Background: an optimization exercise with open tools, aiming at small area, a short achievable clock period and few clock cycles. Do not read the settings as production practice. Function was checked by simulation only, so behaviour that the tests miss may differ from the original. Power and IR drop assume default switching activity.

==> run H: inputs <==
Design pkt_engine, start of the top module:
module pkt_engine (
    input  wire        clk,
    input  wire        rst,           
    input  wire        bus_valid,
    input  wire        bus_write,
    input  wire [15:0] bus_addr,
    input  wire [1:0]  bus_size,      
    input  wire [31:0] bus_wdata,
    output wire        bus_ready,
    output reg  [31:0] bus_rdata,
    input  wire [31:0] now,
    output wire        sink_valid,
    output wire [7:0]  sink_data,
    output wire        sink_last
);
    localparam [7:0]   PREAMBLE_BYTE = 8'hAA;
    localparam [7:0]   START_BYTE    = 8'h7E;
    localparam [2:0] S_IDLE = 3'd0, S_WALK = 3'd1, S_FOLD = 3'd2, S_POLL = 3'd3, S_INIT = 3'd4;
    reg [2:0]  state;
    reg        w_ok;           
    reg        r_ok;           
    reg [31:0] cmd_q;
    reg [31:0] delay_cfg;
    reg        init_done;
    reg        role;           
    reg        ack_pending;
    reg [1:0]  cmd_err;
    reg        res_retry;      
    reg [3:0]  res_code;       
    reg [7:0]  local_addr;
    reg [7:0]  peer_addr;
    reg [31:0] max_delay;
    reg [15:0] tx_seq;
    reg [15:0] rx_seq;
    reg [31:0] t_send;
    reg [31:0] retry;
    reg [7:0]  last_dest;
    reg [5:0]  tx_len;         
    reg [32*11-1:0] stats;    
    reg [511:0] txb;           
    reg [511:0] rxb;           
    reg        walk_rx;        
    reg [1:0]  step;           
    reg [1:0]  step_last;
    reg [6:0]  lim;            
    reg [20:0] acc;            
    reg        sink_v, sink_l;
    reg [7:0]  sink_d;
    reg        e_active;       
    reg        e_send;         
    reg        csum_done;      
    reg [5:0]  p;              
    assign sink_valid = sink_v;
    assign sink_data  = sink_d;
    assign sink_last  = sink_l;
    integer i, k;
    wire busy = (state != S_IDLE) | e_active;
    assign bus_ready = bus_write ? w_ok : r_ok;
    wire xfer_w    = bus_valid & bus_write & w_ok;
    wire xfer_r    = bus_valid & ~bus_write & ~r_ok & ~busy;
    wire in_regs   = (bus_addr[15:12] == 4'h0);
    wire in_tx     = (bus_addr[15:12] == 4'h1);
    wire in_rx     = (bus_addr[15:12] == 4'h2);
    wire reg_ok    = in_regs & (bus_size == 2'd2) & (bus_addr[1:0] == 2'b00) & (bus_addr[11:7] == 5'd0);
    wire win_ok    = (bus_size == 2'd0) |
  ...
clock: 12.0 ns
lec_check: 0
cap_margin: 20
core_margin: 2
core_utilization: 30
place_density: 0.5
setup_slack_margin: 0.3
slew_margin: 20
run.sh (not shown) runs the stock make flow with config.mk's settings and CLKGATE_MAP_FILE= SYNTH_SCRIPT=/design/flow/synth_recipe.tcl, a recipe that flattens the netlist after the stock synthesis.
==> inputs of run E, as changes to run H <==
--- a/flow/design.v
+++ b/flow/design.v
@@ -15,14 +15,19 @@
 );
     localparam [7:0]   PREAMBLE_BYTE = 8'hAA;
     localparam [7:0]   START_BYTE    = 8'h7E;
     localparam [2:0] S_IDLE = 3'd0, S_WALK = 3'd1, S_FOLD = 3'd2, S_POLL = 3'd3, S_INIT = 3'd4;
     reg [2:0]  state;
     reg        w_ok;           
     reg        r_ok;           
+    reg        rd_pend;        
+    reg [5:0]  ra_off;         
+    reg        ra_rx;
+    reg [1:0]  ra_size;
+    reg [31:0] elapsed_q;      
     reg [31:0] cmd_q;
     reg [31:0] delay_cfg;
     reg        init_done;
     reg        role;           
     reg        ack_pending;
     reg [1:0]  cmd_err;
     reg        res_retry;      
@@ -39,29 +44,29 @@
     reg [32*11-1:0] stats;    
     reg [511:0] txb;           
     reg [511:0] rxb;           
     reg        walk_rx;        
     reg [1:0]  step;           
     reg [1:0]  step_last;
     reg [6:0]  lim;            
-    reg [20:0] acc;            
+    reg [15:0] acc_s, acc_c;   
     reg        sink_v, sink_l;
     reg [7:0]  sink_d;
     reg        e_active;       
     reg        e_send;         
     reg        csum_done;      
     reg [5:0]  p;              
     assign sink_valid = sink_v;
     assign sink_data  = sink_d;
     assign sink_last  = sink_l;
     integer i, k;
     wire busy = (state != S_IDLE) | e_active;
     assign bus_ready = bus_write ? w_ok : r_ok;
     wire xfer_w    = bus_valid & bus_write & w_ok;
-    wire xfer_r    = bus_valid & ~bus_write & ~r_ok & ~busy;
+    wire xfer_r    = bus_valid & ~bus_write & ~r_ok & ~rd_pend & ~busy;
     wire in_regs   = (bus_addr[15:12] == 4'h0);
     wire in_tx     = (bus_addr[15:12] == 4'h1);
     wire in_rx     = (bus_addr[15:12] == 4'h2);
     wire reg_ok    = in_regs & (bus_size == 2'd2) & (bus_addr[1:0] == 2'b00) & (bus_addr[11:7] == 5'd0);
     wire win_ok    = (bus_size == 2'd0) |
                      ((bus_size == 2'd1) & (bus_addr[0] == 1'b0)) |
                      ((bus_size == 2'd2) & (bus_addr[1:0] == 2'b00));
@@ -94,16 +99,15 @@
     wire c_check = wr_cmd & (wop == 4'd3) & init_done;
     wire c_poll  = wr_cmd & (wop == 4'd4) & init_done;
     wire [1:0] c_err = ~op_ok ? 2'd1 : (~init_done & (wop != 4'd1)) ? 2'd2 :
                        ((wop == 4'd2) & ~len_ok) ? 2'd3 : 2'd0;
     wire [15:0] seq_inc  = (tx_seq == 16'hFFFF) ? 16'h0001 : tx_seq + 16'h0001;
     wire [15:0] send_seq = role ? rx_seq : seq_inc;
     wire [7:0]  send_dst = role ? peer_addr : bus_wdata[15:8];
-    wire [31:0] elapsed = now - t_send;
-    wire        timeout = ack_pending & (elapsed >= max_delay);
+    wire        timeout = ack_pending & (elapsed_q >= max_delay);
     wire [15:0] rx_fseq = {rxb[72 +: 8], rxb[64 +: 8]};
     wire [15:0] rx_flen = {rxb[88 +: 8], rxb[80 +: 8]};
     wire [15:0] rx_fcs  = {rxb[40 +: 8], rxb[32 +: 8]};
     reg        chk_fail;
     reg [3:0]  chk_code;
     always @(*) begin
         chk_fail = 1'b1;
@@ -123,17 +127,17 @@
             chk_code = 4'd7;
         else begin
             chk_code = 4'd0;
             chk_fail = 1'b0;
         end
     end
     wire       walking = (state == S_WALK);
-    wire [1:0] m_hi = busy ? (walking ? step : p[5:4]) : bus_addr[5:4];
-    wire [1:0] m_lo = busy ? p[3:2] : bus_addr[3:2];
-    wire       m_rx = busy ? (walking & walk_rx) : bus_addr[13];
+    wire [1:0] m_hi = busy ? (walking ? step : p[5:4]) : ra_off[5:4];
+    wire [1:0] m_lo = busy ? p[3:2] : ra_off[3:2];
+    wire       m_rx = busy ? (walking & walk_rx) : ra_rx;
     wire [31:0] l1 [0:3];
     genvar g;
     generate
         for (g = 0; g < 4; g = g + 1) begin : g_l1
             reg [31:0] t, r;
             always @(*) begin
                 case (m_hi)
@@ -144,47 +148,48 @@
                 endcase
             end
             assign l1[g] = m_rx ? r : t;
         end
     endgenerate
     wire [31:0] l2 = l1[m_lo];
     reg  [15:0] bmask;         
-    reg  [20:0] wv [0:7];
+    reg  [15:0] wv [0:7];
     always @(*) begin
         for (i = 0; i < 16; i = i + 1)
             bmask[i] = ({step, i[3:0]} >= 6'd8) & ({1'b0, step, i[3:0]} < lim);
         for (i = 0; i < 4; i = i + 1) begin
-            wv[2*i]   = {5'd0, l1[i][15:8]  & {8{bmask[4*i+1]}}, l1[i][7:0]   & {8{bmask[4*i]}}};
-            wv[2*i+1] = {5'd0, l1[i][31:24] & {8{bmask[4*i+3]}}, l1[i][23:16] & {8{bmask[4*i+2]}}};
+            wv[2*i]   = {l1[i][15:8]  & {8{bmask[4*i+1]}}, l1[i][7:0]   & {8{bmask[4*i]}}};
+            wv[2*i+1] = {l1[i][31:24] & {8{bmask[4*i+3]}}, l1[i][23:16] & {8{bmask[4*i+2]}}};
         end
     end
-    wire [20:0] acc_in = (step == 2'd0) ? 21'd0 : acc;
-    wire [20:0] s1 = acc_in ^ wv[0] ^ wv[1];
-    wire [20:0] c1 = ((acc_in & wv[0]) | (acc_in & wv[1]) | (wv[0] & wv[1])) << 1;
-    wire [20:0] s2 = wv[2] ^ wv[3] ^ wv[4];
-    wire [20:0] c2 = ((wv[2] & wv[3]) | (wv[2] & wv[4]) | (wv[3] & wv[4])) << 1;
-    wire [20:0] s3 = wv[5] ^ wv[6] ^ wv[7];
-    wire [20:0] c3 = ((wv[5] & wv[6]) | (wv[5] & wv[7]) | (wv[6] & wv[7])) << 1;
-    wire [20:0] s4 = s1 ^ c1 ^ s2;
-    wire [20:0] c4 = ((s1 & c1) | (s1 & s2) | (c1 & s2)) << 1;
-    wire [20:0] s5 = c2 ^ s3 ^ c3;
-    wire [20:0] c5 = ((c2 & s3) | (c2 & c3) | (s3 & c3)) << 1;
-    wire [20:0] s6 = s4 ^ c4 ^ s5;
-    wire [20:0] c6 = ((s4 & c4) | (s4 & s5) | (c4 & s5)) << 1;
-    wire [20:0] s7 = s6 ^ c6 ^ c5;
-    wire [20:0] c7 = ((s6 & c6) | (s6 & c5) | (c6 & c5)) << 1;
-    wire [20:0] acc_next = s7 + c7;
-    wire [16:0] f1   = {1'b0, acc[15:0]} + {12'd0, acc[20:16]};
-    wire [15:0] f2   = f1[15:0] + {15'd0, f1[16]};
-    wire [15:0] csum = ~f2;
+    wire [15:0] as_in = (step == 2'd0) ? 16'd0 : acc_s;
+    wire [15:0] ac_in = (step == 2'd0) ? 16'd0 : acc_c;
+    function [31:0] csa(input [15:0] x, input [15:0] y, input [15:0] z);
+        reg [15:0] mj;
+        begin
+            mj = (x & y) | (x & z) | (y & z);
+            csa = {mj[14:0], mj[15], x ^ y ^ z};
+        end
+    endfunction
+    wire [31:0] r1 = csa(as_in, ac_in, wv[0]);
+    wire [31:0] r2 = csa(wv[1], wv[2], wv[3]);
+    wire [31:0] r3 = csa(wv[4], wv[5], wv[6]);
+    wire [31:0] r4 = csa(r1[15:0], r1[31:16], r2[15:0]);
+    wire [31:0] r5 = csa(r2[31:16], r3[15:0], r3[31:16]);
+    wire [31:0] r6 = csa(r4[15:0], r4[31:16], r5[15:0]);
+    wire [31:0] r7 = csa(r5[31:16], wv[7], r6[15:0]);
+    wire [31:0] r8 = csa(r6[31:16], r7[15:0], r7[31:16]);
+    wire [16:0] e0   = {1'b0, acc_s} + {1'b0, acc_c};
+    wire [15:0] e1   = acc_s + acc_c + 16'd1;
+    wire [15:0] csum = ~(e0[16] ? e1 : e0[15:0]);
     wire fold_send  = (state == S_FOLD) & ~walk_rx;
     wire fold_check = (state == S_FOLD) & walk_rx;
     wire csum_bad   = (rx_fcs != csum);
     wire is_dup     = role & (rx_fseq == rx_seq);
-    wire       poll_go  = (state == S_POLL);    
+    wire       poll_go  = (state == S_POLL) & timeout;    
     wire       emit_go  = poll_go | (fold_check & ~csum_bad & is_dup);
     wire [7:0] mux_byte = l2[8*p[1:0] +: 8];
     wire       p_const  = e_send & (p[5:2] == 4'd0);
     wire       can_load = ~e_send | p_const | fold_send | csum_done;
     wire [7:0] src_byte = p_const ? ((p[1:0] == 2'd3) ? START_BYTE : PREAMBLE_BYTE) :
                           fold_send ? csum[7:0] : mux_byte;
     wire       p_last   = ({1'b0, p} == {1'b0, tx_len} + 7'd11);
@@ -273,24 +278,26 @@
             5'd25: reg_rdata = stats[288 +: 32];
             5'd26: reg_rdata = stats[320 +: 32];
             default: reg_rdata = 32'd0;
         endcase
     end
     reg [31:0] win_rdata;
     always @(*) begin
-        case (bus_size)
-            2'd0:    win_rdata = {24'd0, l2[8*bus_addr[1:0] +: 8]};
-            2'd1:    win_rdata = {16'd0, bus_addr[1] ? l2[31:16] : l2[15:0]};
+        case (ra_size)
+            2'd0:    win_rdata = {24'd0, l2[8*ra_off[1:0] +: 8]};
+            2'd1:    win_rdata = {16'd0, ra_off[1] ? l2[31:16] : l2[15:0]};
             default: win_rdata = l2;
         endcase
     end
+    wire rd_win = (in_tx | in_rx) & win_in;
     always @(posedge clk) begin
         if (xfer_r)
-            bus_rdata <= reg_ok ? reg_rdata :
-                         ((in_tx | in_rx) & win_in) ? win_rdata : 32'd0;
+            bus_rdata <= reg_ok ? reg_rdata : 32'd0;
+        else if (rd_pend)
+            bus_rdata <= win_rdata;
     end
     always @(posedge clk) begin
         if (rst) begin
             state       <= S_IDLE;
             w_ok        <= 1'b1;
             r_ok        <= 1'b0;
             cmd_q       <= 32'd0;
@@ -310,25 +317,37 @@
             retry       <= 32'd0;
             last_dest   <= 8'd0;
             tx_len      <= 6'd0;
             walk_rx     <= 1'b0;
             step        <= 2'd0;
             step_last   <= 2'd0;
             lim         <= 7'd0;
-            acc         <= 21'd0;
+            acc_s       <= 16'd0;
+            acc_c       <= 16'd0;
+            rd_pend     <= 1'b0;
+            ra_off      <= 6'd0;
+            ra_rx       <= 1'b0;
+            ra_size     <= 2'd0;
+            elapsed_q   <= 32'd0;
             sink_v      <= 1'b0;
             sink_l      <= 1'b0;
             sink_d      <= 8'd0;
             e_active    <= 1'b0;
             e_send      <= 1'b0;
             csum_done   <= 1'b0;
             p           <= 6'd0;
         end else begin
             w_ok <= ~busy & ~sink_v & ~wr_cmd;
-            r_ok <= xfer_r;
+            r_ok    <= (xfer_r & ~rd_win) | rd_pend;
+            rd_pend <= xfer_r & rd_win;
+            if (xfer_r) begin
+                ra_off  <= bus_addr[5:0];
+                ra_rx   <= in_rx;
+                ra_size <= bus_size;
+            end
             if (wr_delay)
                 delay_cfg <= bus_wdata;
             if (wr_cmd) begin
                 cmd_q   <= bus_wdata;
                 cmd_err <= c_err;
             end
             if (c_init)
@@ -377,23 +396,24 @@
                     step      <= 2'd0;
                     step_last <= (rx_flen[5:0] + 6'd11) >> 4;
                     lim       <= {1'b0, rx_flen[5:0]} + 7'd12;
                 end
             end
             if (c_poll) begin
                 res_retry <= 1'b1;
-                if (timeout) begin
-                    retry <= retry + 32'd1;
-                    state <= S_POLL;
-                end
+                elapsed_q <= now - t_send;
+                state     <= S_POLL;
             end
+            if (poll_go)
+                retry <= retry + 32'd1;
             if (state == S_POLL)
                 state <= S_IDLE;
             if (walking) begin
-                acc  <= acc_next;
+                acc_s <= r8[15:0];
+                acc_c <= r8[31:16];
                 step <= step + 2'd1;
                 if (step == step_last)
                     state <= S_FOLD;
             end
             if (state == S_FOLD) begin
                 state <= S_IDLE;
                 if (!walk_rx) begin
==> flow/flow/run.sh (new file) <==
#!/bin/bash
# The standard layout (the standard.sh: ORFS synthesis to the final layout),
# with repair_timing asked for a larger setup margin, so that it keeps sizing
# and buffering paths that already meet the clock period.
set -euo pipefail
bash standard.sh SETUP_SLACK_MARGIN=6.5 finish > standard_flow.log 2>&1
==> flow/standard.sh (new file) <==
#!/bin/bash
# synth_recipe.tcl (not shown) runs the flow's synth.tcl, then flattens the netlist and writes it again
# the make line also repeats each setting of config.mk as NAME=value (left out here)
make -C /OpenROAD-flow-scripts/flow DESIGN_CONFIG=/design/flow/config.mk WORK_HOME=/design/flow/orfs CLKGATE_MAP_FILE= SYNTH_SCRIPT=/design/flow/synth_recipe.tcl "${@:-finish}"
==> flow/config.mk (replaced) <==
export PLATFORM = sky130hd
export DESIGN_NAME = pkt_engine
export DESIGN_NICKNAME = pkt_engine
export VERILOG_FILES = /design/flow/design.v
export SDC_FILE = /design/flow/constraint.sdc
export NUM_CORES = 4
export LEC_CHECK = 0
export CAP_MARGIN = 20
export CORE_MARGIN = 2
export CORE_UTILIZATION = 45
export PLACE_DENSITY = 0.6
export SLEW_MARGIN = 20
removed: flow/run.sh
==> summary.txt <==
Between run H and run E, the lower area after synthesis is in run H (gap 3.1%, measured against run E). Between run E and run H, the lower total power is in run H (gap 0.31%, measured against run H). Against run E, the wire length of run H is lower by 0.78%. Against run H, the count of clock-buffer cells in the layout of run E is lower by 15. Against run H, the critical path depth of run E is lower by 9. Against run H, the worst setup slack of run E is better by 4.7 ns. Between run E and run H, the lower cell count is in run E (gap 3.1%, measured against run H).
Testbench counts of run H, summed over its fixed seeds: cycles 39,768.
Testbench counts of run E, summed over its fixed seeds: cycles 39,907.

==> re-timing with driven ports <==
No port has a modelled driver above. Below, the same layouts with a new extraction and two added sets of constraints.
Step 1 (the two cells are an assumption about what drives the block):
set clk [get_ports {clk}]
set_driving_cell -lib_cell sky130_fd_sc_hd__clkbuf_16 $clk
set_driving_cell -lib_cell sky130_fd_sc_hd__buf_2 [delete_from_list [all_inputs] $clk]
Step 2 times the ports against the registers' clock, not the clock port: input delays grow and output delays shrink by t, the midpoint of the rising clock arrivals with the driver on.
Three values: no drivers, after step 1, after step 2; two values: the first two.
run | t (ns) | setup WS [ns] | worst setup path after step 2 | clock arrival spread, ns | worst slew at a driven data input, ns
run H | 0.975 | 1.505 / 1.580 / 0.605 | input to register | 0.094 / 0.094 | 0.22
run E | 0.982 | 6.187 / 6.187 / 5.435 | input to register | 0.043 / 0.044 | 0.13
After both steps every run listed still meets setup and hold. The setup slack of run H, which loses most, moves by +0.075 ns with the drivers and by -0.900 ns with both steps.
